What follows belongs to an exercise in optimizing a design on an open flow for small area; a production flow would make more cautious choices. Function was checked by simulation only, so behaviour that the tests miss may differ from the original. No activity file was given, so power comes from the tool's default toggle rates.

$ cat design/flow/run.sh
#!/bin/bash
# synth_recipe.tcl (not shown) runs the flow's synth.tcl, then flattens the netlist and writes it again
# the make line also repeats each setting of config.mk as NAME=value (left out here)
make -C /OpenROAD-flow-scripts/flow DESIGN_CONFIG=/design/flow/config.mk WORK_HOME=/design/flow/orfs CLKGATE_MAP_FILE= SYNTH_SCRIPT=/design/flow/synth_recipe.tcl finish
$ cat design/flow/config.mk
export PLATFORM = sky130hd
export DESIGN_NAME = jnr10_core
export DESIGN_NICKNAME = jnr10_core
export VERILOG_FILES = /design/flow/design.v
export SDC_FILE = /design/flow/constraint.sdc
export NUM_CORES = 4
export LEC_CHECK = 0
export CAP_MARGIN = 20
export CORE_MARGIN = 2
export CORE_UTILIZATION = 40
export PLACE_DENSITY = 0.6
export SLEW_MARGIN = 20
$ cat design/flow/constraint.sdc
create_clock -name core_clock -period 10.0 [get_ports {clk}]
set_input_delay 2.0000 -clock core_clock [delete_from_list [all_inputs] [get_ports {clk}]]
set_output_delay 2.0000 -clock core_clock [all_outputs]
set_load 0.01 [all_outputs]
$ cat design/flow/design.v
module jnr10_core (
    input  wire        clk,
    input  wire        rst,           
    output reg         mem_req,
    output reg         mem_we,
    output reg  [15:0] mem_addr,
    output reg  [7:0]  mem_wdata,
    input  wire        mem_ready,
    input  wire [7:0]  mem_rdata,
    output wire        halted,
    output wire        faulted,
    output wire [1:0]  fault_kind,    
    output wire [15:0] fault_info,
    input  wire [3:0]  dbg_sel,       
    output reg  [15:0] dbg_data
);
    localparam OP_NOP   = 5'h00, OP_HALT = 5'h01, OP_MOV  = 5'h02, OP_LOAD = 5'h03,
               OP_STORE = 5'h04, OP_ADD  = 5'h05, OP_SUB  = 5'h06, OP_AND  = 5'h07,
               OP_OR    = 5'h08, OP_XOR  = 5'h09, OP_CMP  = 5'h0A, OP_SHL  = 5'h0B,
               OP_SHR   = 5'h0C, OP_JMP  = 5'h0D, OP_JZ   = 5'h0E, OP_JNZ  = 5'h0F,
               OP_JC    = 5'h10, OP_JNC  = 5'h11, OP_JN   = 5'h12, OP_CALL = 5'h13,
               OP_RET   = 5'h14, OP_PUSH = 5'h15, OP_POP  = 5'h16, OP_IN   = 5'h17,
               OP_OUT   = 5'h18;
    localparam FK_ADDR = 2'd1, FK_INV = 2'd2, FK_STACK = 2'd3;
    localparam S_F0    = 5'd0,    
               S_F1    = 5'd1,    
               S_DEC   = 5'd2,    
               S_X0    = 5'd3,    
               S_X1    = 5'd4,    
               S_EXE   = 5'd5,    
               S_P0    = 5'd6,    
               S_P1    = 5'd7,    
               S_ACHK  = 5'd8,    
               S_RD0   = 5'd9,    
               S_RD1   = 5'd10,   
               S_WR0   = 5'd11,   
               S_WR1   = 5'd12,   
               S_RETIRE= 5'd13,   
               S_HALT  = 5'd14,
               S_FAULT = 5'd15;
    reg [15:0] regs [0:7];
    reg [15:0] sp;
    reg [15:0] pc;
    reg [3:0]  flags;            
    reg [4:0]  state;
    reg [15:0] ir;
    reg [15:0] wrd;              
    reg [15:0] ea;               
    reg [15:0] mdr;              
    reg [15:0] npc;              
    reg [1:0]  fkind;
    reg [15:0] finfo;
    wire [4:0] op   = ir[15:11];
    wire [2:0] mode = ir[10:8];
    wire [2:0] rd   = ir[7:5];
    wire [2:0] rs   = ir[4:2];
    reg legal;
    reg two_words;
    always @(*) begin
        legal = 1'b0;
        two_words = 1'b0;
        case (op)
            OP_NOP, OP_HALT, OP_RET, OP_PUSH, OP_POP:
                legal = (mode == 3'd0);
            OP_MOV, OP_ADD, OP_SUB, OP_AND, OP_OR, OP_XOR, OP_CMP, OP_SHL, OP_SHR: begin
                legal = (mode == 3'd0) || (mode == 3'd1);
                two_words = (mode == 3'd1);
            end
            OP_LOAD, OP_STORE: begin
                legal = (mode == 3'd2) || (mode == 3'd3) || (mode == 3'd4);
                two_words = 1'b1;
            end
            OP_JMP, OP_JZ, OP_JNZ, OP_JC, OP_JNC, OP_JN, OP_CALL: begin
                legal = (mode == 3'd5);
                two_words = 1'b1;
            end
            OP_IN, OP_OUT: begin
                legal = (mode == 3'd2) || (mode == 3'd3);
                two_words = 1'b1;
            end
            default: ;
        endcase
    end
    wire [15:0] a_val = regs[rd];
    wire [15:0] b_val = (mode == 3'd1) ? wrd : regs[rs];
    reg  [15:0] alu_r;
    reg         alu_c, alu_v;
    reg  [16:0] sum;
    reg  [16:0] shl_t, shr_t;
    always @(*) begin
        alu_r = 16'h0000;
        alu_c = 1'b0;
        alu_v = 1'b0;
        sum   = 17'd0;
        shl_t = 17'd0;
        shr_t = 17'd0;
        case (op)
            OP_ADD: begin
                sum   = {1'b0, a_val} + {1'b0, b_val};
                alu_r = sum[15:0];
                alu_c = sum[16];
                alu_v = (a_val[15] == b_val[15]) && (alu_r[15] != a_val[15]);
            end
            OP_SUB, OP_CMP: begin
                sum   = {1'b0, a_val} - {1'b0, b_val};
                alu_r = sum[15:0];
                alu_c = (a_val < b_val);
                alu_v = (a_val[15] != b_val[15]) && (alu_r[15] != a_val[15]);
            end
            OP_AND: alu_r = a_val & b_val;
            OP_OR:  alu_r = a_val | b_val;
            OP_XOR: alu_r = a_val ^ b_val;
            OP_SHL: begin
                if (b_val <= 16'd16)
                    shl_t = {1'b0, a_val} << b_val[4:0];
                alu_r = shl_t[15:0];
                alu_c = shl_t[16];
            end
            OP_SHR: begin
                if (b_val <= 16'd16)
                    shr_t = {a_val, 1'b0} >> b_val[4:0];
                alu_r = shr_t[16:1];
                alu_c = shr_t[0];
            end
            default: ;
        endcase
    end
    wire alu_z = (alu_r == 16'h0000);
    wire alu_n = alu_r[15];
    reg cond;
    always @(*) begin
        case (op)
            OP_JZ:   cond = flags[0];
            OP_JNZ:  cond = !flags[0];
            OP_JC:   cond = flags[2];
            OP_JNC:  cond = !flags[2];
            OP_JN:   cond = flags[1];
            default: cond = 1'b1;     
        endcase
    end
    wire [15:0] target  = npc + wrd;
    wire [15:0] sp_dec  = sp - 16'd2;
    wire [15:0] sp_inc  = sp + 16'd2;
    wire        is_io   = (ea[15:8] == 8'hF0);
    always @(*) begin
        mem_req   = 1'b0;
        mem_we    = 1'b0;
        mem_addr  = 16'h0000;
        mem_wdata = 8'h00;
        case (state)
            S_F0:  begin mem_req = (pc != 16'hFFFF); mem_addr = pc; end
            S_F1:  begin mem_req = 1'b1; mem_addr = pc + 16'd1;     end
            S_X0:  begin mem_req = 1'b1; mem_addr = pc + 16'd2;     end
            S_X1:  begin mem_req = 1'b1; mem_addr = pc + 16'd3;     end
            S_P0:  begin mem_req = 1'b1; mem_addr = wrd;            end
            S_P1:  begin mem_req = 1'b1; mem_addr = wrd + 16'd1;    end
            S_RD0: begin mem_req = 1'b1; mem_addr = ea;             end
            S_RD1: begin mem_req = 1'b1; mem_addr = ea + 16'd1;     end
            S_WR0: begin mem_req = 1'b1; mem_we = 1'b1; mem_addr = ea;         mem_wdata = mdr[7:0];  end
            S_WR1: begin mem_req = 1'b1; mem_we = 1'b1; mem_addr = ea + 16'd1; mem_wdata = mdr[15:8]; end
            default: ;
        endcase
    end
    assign halted     = (state == S_HALT);
    assign faulted    = (state == S_FAULT);
    assign fault_kind = fkind;
    assign fault_info = finfo;
    always @(*) begin
        case (dbg_sel)
            4'd0, 4'd1, 4'd2, 4'd3, 4'd4, 4'd5, 4'd6, 4'd7:
                     dbg_data = regs[dbg_sel[2:0]];
            4'd8:    dbg_data = sp;
            4'd9:    dbg_data = pc;
            4'd10:   dbg_data = {12'h000, flags};
            default: dbg_data = 16'h0000;
        endcase
    end
    integer i;
    always @(posedge clk) begin
        if (rst) begin
            for (i = 0; i < 8; i = i + 1)
                regs[i] <= 16'h0000;
            sp    <= 16'h7FFF;
            pc    <= 16'h8000;
            flags <= 4'h0;
            state <= S_F0;
            ir    <= 16'h0000;
            wrd   <= 16'h0000;
            ea    <= 16'h0000;
            mdr   <= 16'h0000;
            npc   <= 16'h0000;
            fkind <= 2'd0;
            finfo <= 16'h0000;
        end else begin
            case (state)
                S_F0: begin
                    if (pc == 16'hFFFF) begin
                        fkind <= FK_ADDR;
                        finfo <= 16'hFFFF;
                        state <= S_FAULT;
                    end else if (mem_ready) begin
                        ir[7:0] <= mem_rdata;
                        state   <= S_F1;
                    end
                end
                S_F1: if (mem_ready) begin
                    ir[15:8] <= mem_rdata;
                    state    <= S_DEC;
                end
                S_DEC: begin
                    if (!legal) begin
                        fkind <= FK_INV;
                        finfo <= ir;
                        state <= S_FAULT;
                    end else if (two_words) begin
                        if (pc + 16'd2 == 16'hFFFF) begin
                            fkind <= FK_ADDR;
                            finfo <= 16'hFFFF;
                            state <= S_FAULT;
                        end else begin
                            npc   <= pc + 16'd4;
                            state <= S_X0;
                        end
                    end else begin
                        npc   <= pc + 16'd2;
                        state <= S_EXE;
                    end
                end
                S_X0: if (mem_ready) begin
                    wrd[7:0] <= mem_rdata;
                    state    <= S_X1;
                end
                S_X1: if (mem_ready) begin
                    wrd[15:8] <= mem_rdata;
                    state     <= S_EXE;
                end
                S_EXE: begin
                    state <= S_RETIRE;
                    case (op)
                        OP_HALT: begin
                            pc    <= npc;
                            state <= S_HALT;
                        end
                        OP_MOV:
                            regs[rd] <= (mode == 3'd1) ? wrd : regs[rs];
                        OP_ADD, OP_SUB, OP_AND, OP_OR, OP_XOR, OP_SHL, OP_SHR: begin
                            regs[rd] <= alu_r;
                            flags    <= {alu_v, alu_c, alu_n, alu_z};
                        end
                        OP_CMP:
                            flags    <= {alu_v, alu_c, alu_n, alu_z};
                        OP_JMP, OP_JZ, OP_JNZ, OP_JC, OP_JNC, OP_JN:
                            if (cond) npc <= target;
                        OP_CALL, OP_PUSH: begin
                            if (sp < 16'h1002) begin
                                fkind <= FK_STACK;
                                finfo <= sp;
                                state <= S_FAULT;
                            end else begin
                                ea    <= sp_dec;
                                mdr   <= (op == OP_CALL) ? npc : regs[rd];
                                state <= S_WR0;
                            end
                        end
                        OP_RET, OP_POP: begin
                            if (sp > 16'h7FFD) begin
                                fkind <= FK_STACK;
                                finfo <= sp;
                                state <= S_FAULT;
                            end else begin
                                ea    <= sp;
                                state <= S_RD0;
                            end
                        end
                        OP_LOAD, OP_STORE, OP_IN, OP_OUT: begin
                            case (mode)
                                3'd2: begin
                                    ea    <= wrd;
                                    state <= S_ACHK;
                                end
                                3'd3: begin
                                    if (wrd == 16'hFFFF) begin
                                        fkind <= FK_ADDR;
                                        finfo <= 16'hFFFF;
                                        state <= S_FAULT;
                                    end else
                                        state <= S_P0;
                                end
                                default: begin
                                    ea    <= regs[rs] + wrd;
                                    state <= S_ACHK;
                                end
                            endcase
                        end
                        default: ;   
                    endcase
                end
                S_P0: if (mem_ready) begin
                    ea[7:0] <= mem_rdata;
                    state   <= S_P1;
                end
                S_P1: if (mem_ready) begin
                    ea[15:8] <= mem_rdata;
                    state    <= S_ACHK;
                end
                S_ACHK: begin
                    if (op == OP_IN || op == OP_OUT) begin
                        if (!is_io) begin
                            fkind <= FK_ADDR;
                            finfo <= ea;
                            state <= S_FAULT;
                        end else if (op == OP_IN)
                            state <= S_RD0;
                        else begin
                            mdr   <= regs[rd];
                            state <= S_WR0;
                        end
                    end else if (ea == 16'hFFFF) begin
                        fkind <= FK_ADDR;
                        finfo <= 16'hFFFF;
                        state <= S_FAULT;
                    end else if (op == OP_LOAD)
                        state <= S_RD0;
                    else begin
                        mdr   <= regs[rd];
                        state <= S_WR0;
                    end
                end
                S_RD0: if (mem_ready) begin
                    mdr[7:0] <= mem_rdata;
                    if (op == OP_IN) begin
                        regs[rd] <= {8'h00, mem_rdata};
                        state    <= S_RETIRE;
                    end else
                        state <= S_RD1;
                end
                S_RD1: if (mem_ready) begin
                    mdr[15:8] <= mem_rdata;
                    case (op)
                        OP_RET: begin
                            npc <= {mem_rdata, mdr[7:0]};
                            sp  <= sp_inc;
                        end
                        OP_POP: begin
                            regs[rd] <= {mem_rdata, mdr[7:0]};
                            sp       <= sp_inc;
                        end
                        default:     
                            regs[rd] <= {mem_rdata, mdr[7:0]};
                    endcase
                    state <= S_RETIRE;
                end
                S_WR0: if (mem_ready) begin
                    if (op == OP_OUT)
                        state <= S_RETIRE;
                    else
                        state <= S_WR1;
                end
                S_WR1: if (mem_ready) begin
                    if (op == OP_CALL) begin
                        sp  <= ea;
                        npc <= target;
                    end else if (op == OP_PUSH)
                        sp  <= ea;
                    state <= S_RETIRE;
                end
                S_RETIRE: begin
                    pc    <= npc;
                    state <= S_F0;
                end
                default: ;   
            endcase
        end
    end
endmodule
==> impl_metrics.py <==
metrics = {
    "run_status": {
        "outcome": "no timing/DRC/antenna violations",
    },
    "worst_setup_path": {
        "path_max_fanout": 21,
        "arrival_ns": 4.84,
        "startpoint_type": "flop",
        "path_class": "flop to primary output",
        "worstSetupEndpointType": "primary output",
        "cp.required_ns": 8.00,
        "crit_path_start": "state[3]",
        "r2r_setup_slack_ns": 3.55,
    },
    "worst_hold_path": {
        "hold_start": "fkind[0]",
        "hold_path_class": "flop to flop",
    },
    "clocking": {
        "root_buffer": "clkbuf_16",
        "clk_path_buf_depth": 3,
        "post_cts_resize_count": 0,
        "cts_sinks": 272,
        "clk_pin_slew_ns": 0.05,
        "numCtsBuffers": 34,
        "h-tree-depth": 2,
        "postCtsSetupBuffers": 0,
        "clock_latency_ns": 0.58,
        "cts_hold_buffers": 0,
        "cts_tree": "done",
    },
    "sta": {
        "fmax_mhz": 146,
        "hold_viol": 0,
        "setup_tns_ns": 0,
        "rsz0062_at_grt": "false",
        "finalCriticalPeriod_ns": 6.84,
        "finClkSkew_ns": 0.0408,
        "setup_viol": 0,
        "worst_slew_pin_slew_ns": 1.13,
        "period_share_pct": 68.4,
        "finalMaxSlewViolations": 0,
        "slew_headroom_pct": 24.3,
    },
    "placed_design": {
        "gp_congestion": 0.999,
        "port_buffers": 76,
        "placed_cell_area_mm2": 0.0252,
        "dp.cells": 3532,
        "hpwl_um": 77000,
    },
    "synth": {
        "synth_top_family_by_area": "compound AO/OA/AOI/OAI gates",
        "synth-seq-area-share_pct": 28.5,
        "yosysWarningCount": 1,
        "synth-simple-area-share_pct": 17.9,
        "avgSynthCellArea_um2": 8.39,
        "syn_area_mm2": 0.0236,
        "syn-num-nets": 2929,
        "muxShareOfSynthArea_pct": 14.4,
        "synth_edf_count": 128,
        "ys.flop_type": "dfxtp_1",
        "synth-xor-area-share_pct": 3.45,
        "synth_seq_cells": 272,
        "synth_compound_area_share_pct": 25.3,
        "synthArstFlopShare_pct": 0,
        "synth_cell_types": 94,
        "synth-adder-area-share_pct": 5.26,
        "synth_cells": 2817,
    },
    "power_and_ir_drop": {
        "leakage_nw": 9.46,
        "power_mw": 6.17,
        "p_per_area_mw_per_mm2": 235,
        "vdd_drop_max_uv": 205,
    },
    "final_layout": {
        "drive_above_1_share_pct": 11.0,
        "syn2layout_area_growth_pct": 11.0,
        "nets": 2908,
        "final_common_cell": "nor2_1",
        "utilization_pct": 44.7,
        "final_cells": 3595,
        "final_area_mm2": 0.0262,
        "final_cell_mix": "nor2_1 (420), nand2_1 (223), a21oi_1 (186), dfxtp_1 (142), edfxtp_1 (128)",
    },
    "routing": {
        "totalWireLength_um": 108000,
        "via_per_inst": 6.85,
        "first_iter_violations": 3737,
        "drc_errors": 0,
        "ant_nets": 0,
        "vias": 24600,
        "drt_pass1_iterations": 8,
        "wl_per_cell_um": 29.9,
    },
    "floorplan": {
        "core-area_mm2": 0.0587,
        "die_w_um": 247,
        "num_io_pins": 77,
        "rows": 89,
        "die_area_mm2": 0.0611,
        "start_util_pct": 40.3,
        "dieHeight_um": 247,
    },
    "global_routing": {
        "grt_pass1_vias": 22800,
        "grt_max_degree": 62,
        "grt-ovfl-total": 0,
        "grt_pass1_wl_um": 157000,
        "grt_usage_pct": 34.6,
        "antenna_found_initial": 2,
    },
    "flow_run": {
        "maxCapViolCount": 0,
    },
}
-- flip-flops by register name (all words and copies together) (netlist names), named ones only --
register	cells
ea	16
finfo	16
fkind	2
flags	4
ir	16
mdr	16
npc	16
pc	16
regs	128
sp	16
state	4
wrd	16
-- worst paths after layout --
path | end | depth (start not counted)
setup / recovery | mem_addr[15] | 13
hold / removal | fkind[0] | 2
setup reg to reg | regs[6][14] | 18
hold reg to reg | fkind[0] | 2
-- per-stage QoR --
step                      hold slack, ns  setup slack (ns)
final                              0.491              3.16
after global routing               0.523              2.86
after CTS                          0.501              2.95
after detailed placement           0.493              2.95
after global placement             0.481              3.00
after floorplan                    0.451              4.21
-- power breakdown --
group / internal [mW] / total (mW) / switching, mW
combinational: 1.20 / 3.41 / 2.21
clock: 0.664 / 1.20 / 0.532
sequential: 1.31 / 1.56 / 0.245
total: 3.18 / 6.17 / 2.99
-- routing by layer --
layer / routed length, µm / track usage [%] / vias up
met5: 0 / 0 / -
met4: 6880 / 19.1 / 0
met3: 13500 / 7.72 / 348
met2: 45000 / 51.1 / 1823
met1: 42300 / 46.8 / 11800
li1: - / - / 10600
-- cells by family (layout without fill, tap and decap cells) --
logic type                 Yosys count  count (layout)
AOI/OAI and AO/OA                  858             858
xor gates and xnor gates            93              93
adders and majority gates           97              97
buffers and inverters              304             306
DFF                                272             272
muxes                              243             243
other                                0               3
and+or+nand+nor                    950             950
-- critical path, stage by stage (launching register included) --
cell	delay, ns
dfxtp_1	0.80
and4b_1	0.51
a21oi_1	0.56
buf_4	0.28
nand2_1	0.07
nand2_1	0.11
and2_1	0.15
nand2_1	0.08
a21oi_1	0.21
nand3_1	0.22
nor4bb_1	0.41
xor2_1	0.12
o2111ai_1	0.20
clkdlybuf4s50_1	0.57
-- cell usage after synthesis (all sizes together), types with 35 or more instances --
master	number	area (µm²)
xor2	42	368
o22ai	39	256
buf	62	342
ha	93	1160
nor3	58	295
inv	67	251
clkbuf	173	649
a211oi	69	523
mux4	67	1510
a221oi	41	378
dfxtp	144	2880
nand3	62	310
mux2	46	518
xnor2	51	447
nor2	425	1600
nand2	223	837
edfxtp	128	3840
o21ai	134	671
a222oi	35	350
a22oi	53	398
mux2i	130	1370
a21oi	187	936
-- cell type report --
class | count | area (µm²)
Antenna cell | 3 | 7.51
Multi-Input combinational cell | 2241 | 15700
Timing Repair Buffer | 178 | 1510
Clock inverter | 17 | 139
Sequential cell | 272 | 6730
Clock buffer | 42 | 891
Tap cell | 773 | 967
Fill cell | 5729 | 32400
Inverter | 69 | 259

## static timing again, ports no longer ideal
How much do the figures lean on ideal ports? The routed layout below was timed once more, with nothing changed but the port constraints. Step 1 sets driving cells, clkbuf_16 on the clock port and buf_2 on the other inputs (assumed; they add their load-dependent delay and slew). Step 2 moves the port delays by t, midway between the first and last clock arrival at a register: inputs arrive t later, outputs are due t later. That takes back most of the time a late clock gives input paths. Three values: ideal, step 1, step 2; two values: the first two.
shift t [ns]: 0.619
slack for setup (ns): 3.163 / 3.104 / 3.174
latest minus earliest clock arrival (ns): 0.041 / 0.041
After both steps this run still meets setup and hold. The setup slack of this run moves by -0.059 ns with the drivers and by +0.011 ns with both steps.
